Context: an optimization exercise on an open-source flow, tuned for small area, a short achievable clock period and few clock cycles. The choices shown serve that exercise and are no tape-out recipe. The RTL was checked by simulation tests, not by an equivalence proof against the original design. Power is estimated from default activity; no workload was simulated.

// sdseq
module sdseq (
    input             clk,
    input             rst,           
    input             op_valid,
    output            op_ready,
    input      [7:0]  op_code,
    input      [63:0] op_arg,
    output reg        rsp_valid,
    output reg [3:0]  rsp_err,
    output     [63:0] rsp_data,
    output reg        cmd_valid,
    output     [24:0] cmd_word,
    input             eng_done,
    output     [14:0] sdcr1,
    output     [14:0] sdcr2,
    output     [27:0] sdtr1,
    output     [27:0] sdtr2,
    output     [24:5] sdcmr,
    output     [13:1] sdrtr,
    output reg        busy,            
    output reg        clk_gate,
    output reg        handle_valid,
    output reg        handle_bank,
    output reg [2:0]  phase1,
    output reg [2:0]  phase2,
    output reg [1:0]  delay_ok,
    output reg        refresh_programmed,
    output     [1:0]  ready
);
clock: 10.0 ns
lec_check: 0
cap_margin: 20
core_margin: 2
core_utilization: 40
setup_slack_margin: 5
slew_margin: 20
run.sh (not shown) runs the stock make flow with config.mk's settings and CLKGATE_MAP_FILE= SYNTH_SCRIPT=/design/flow/synth_recipe.tcl, a recipe that flattens the netlist after the stock synthesis.
Testbench counts at the start, summed over its fixed seeds: cycles 14,549.
Change:
--- a/flow/design.v
+++ b/flow/design.v
@@ -139,31 +139,42 @@
             endcase
         end
     endfunction
     wire [2:0] ph1_next = next_phase(phase1, delay_ok[0], k_mode);
     wire [2:0] ph2_next = next_phase(phase2, delay_ok[1], k_mode);
     function [4:0] msb_pos;
         input [31:0] v;
-        integer i;
+        reg   [15:0] v16;
+        reg   [7:0]  v8;
+        reg   [3:0]  v4;
+        reg   [1:0]  v2;
         begin
-            msb_pos = 5'd0;
-            for (i = 0; i < 32; i = i + 1)
-                if (v[i]) msb_pos = i[4:0];
+            msb_pos[4] = |v[31:16];
+            v16        = msb_pos[4] ? v[31:16] : v[15:0];
+            msb_pos[3] = |v16[15:8];
+            v8         = msb_pos[3] ? v16[15:8] : v16[7:0];
+            msb_pos[2] = |v8[7:4];
+            v4         = msb_pos[2] ? v8[7:4] : v8[3:0];
+            msb_pos[1] = |v4[3:2];
+            v2         = msb_pos[1] ? v4[3:2] : v4[1:0];
+            msb_pos[0] = v2[1];
         end
     endfunction
-    wire [4:0]  msb_rem   = msb_pos(div_rem);
-    wire [4:0]  msb_den   = msb_pos(div_den);
-    wire        quo_zero  = msb_den > msb_rem;      
-    wire [4:0]  align     = msb_rem - msb_den;
-    wire [32:0] div_diff  = {1'b0, div_rem} - {1'b0, div_den};
-    wire        div_ge    = !div_diff[32];
-    wire [31:0] div_r1    = div_ge ? div_diff[31:0] : div_rem;
-    wire [32:0] div_diff2 = {1'b0, div_r1} - {2'b0, div_den[31:1]};
-    wire        div_ge2   = !div_diff2[32];
-    wire [31:0] div_r2    = div_ge2 ? div_diff2[31:0] : div_r1;
+    wire [4:0]  msb_num   = msb_pos(arg[63:32]);
+    wire [4:0]  msb_den   = msb_pos(arg[31:0]);
+    wire        quo_zero  = msb_den > msb_num;      
+    wire [4:0]  align     = msb_num - msb_den;
+    wire [33:0] div_da    = {2'b0, div_rem} - {2'b0, div_den};                        
+    wire [33:0] div_db    = {2'b0, div_rem} - {3'b0, div_den[31:1]};                  
+    wire [33:0] div_dc    = {2'b0, div_rem} - {2'b0, div_den} - {3'b0, div_den[31:1]};  
+    wire        div_ge    = !div_da[33];
+    wire        div_ge2   = div_ge ? !div_dc[33] : !div_db[33];
+    wire [31:0] div_r1    = div_ge ? div_da[31:0] : div_rem;
+    wire [31:0] div_r2    = div_ge ? (div_ge2 ? div_dc[31:0] : div_da[31:0])
+                                   : (div_ge2 ? div_db[31:0] : div_rem);
     always @(posedge clk) begin
         if (rst) begin
             rsp_valid <= 1'b0;
             rsp_view  <= 1'b0;
             cmd_valid <= 1'b0;
             cr1       <= 15'h02D0;
             cr2       <= 15'h02D0;
@@ -293,19 +304,24 @@
                 end
                 OP_MEMORY_VIEW: begin
                     if (!handle_valid)
                         rsp_err <= E_NOHND;
                     else if (arg[31:0] == 32'd0)
                         rsp_err <= E_ESZERO;
                     else begin
-                        rsp_valid <= 1'b0;
-                        div_run   <= 1'b1;
-                        div_setup <= 1'b1;
                         div_rem   <= arg[63:32];
                         div_den   <= arg[31:0];
+                        div_cnt   <= align;
+                        if (quo_zero) begin
+                            rsp_view  <= 1'b1;
+                        end else begin
+                            rsp_valid <= 1'b0;
+                            div_run   <= 1'b1;
+                            div_setup <= 1'b1;
+                        end
                     end
                 end
                 default: rsp_err <= E_REFUSE;
                 endcase
             end
             if (busy && eng_done) begin
                 busy      <= 1'b0;
@@ -314,22 +330,15 @@
                 rsp_lo    <= 32'd0;
                 rsp_view  <= 1'b0;
             end
             if (div_run) begin
                 if (div_setup) begin
                     div_setup <= 1'b0;
                     rsp_lo    <= 32'd0;
-                    div_den   <= div_den << align;
-                    div_cnt   <= align;
-                    if (quo_zero) begin
-                        div_run   <= 1'b0;
-                        rsp_valid <= 1'b1;
-                        rsp_err   <= E_OK;
-                        rsp_view  <= 1'b1;
-                    end
+                    div_den   <= div_den << div_cnt;
                 end else begin
                     div_den <= div_den >> 2;
                     div_cnt <= div_cnt - 5'd2;
                     if (div_cnt == 5'd0) begin
                         div_rem <= div_r1;
                         rsp_lo  <= {rsp_lo[30:0], div_ge};
                     end else begin
The new run completed without violations.
Count of clock-buffer cells in the layout goes up by 9.
Final cell count goes up by 8.4%.
Non-clock buffer count goes down by 49.
Utilization goes down by 4.1 points.
Synthesized area goes up by 9.3%.
Total power barely changes.
Die area goes up by 9.1%.
Routed wire length goes up by 9.1%.
Testbench counts after the change, summed over its fixed seeds: cycles 14,399.

[separate check: timing with driven ports]
How much do the figures lean on ideal ports? The routed layouts below were timed once more, with nothing changed but the port constraints.
Step 1 (the two cells are an assumption about what drives the block):
set clk [get_ports {clk}]
set_driving_cell -lib_cell sky130_fd_sc_hd__clkbuf_16 $clk
set_driving_cell -lib_cell sky130_fd_sc_hd__buf_2 [delete_from_list [all_inputs] $clk]
Step 2 moves the port delays by t, midway between the first and last clock arrival at a register: inputs arrive t later, outputs are due t later. That takes back most of the time a late clock gives input paths.
Slacks: ideal ports / drivers / drivers and shift; pairs: ideal ports / drivers.
run | t (ns) | setup slack, ns | worst register clock-pin slew, ns | pins driven straight from the clock port
the first run | 0.645 | 4.460 / 4.460 / 4.460 | 0.07 / 0.07 | 1
the second run | 0.648 | 4.702 / 4.702 / 4.207 | 0.07 / 0.07 | 1
After both steps every run listed still meets setup and hold. The setup slack of the second run, which loses most, moves by 0.000 ns with the drivers and by -0.495 ns with both steps.
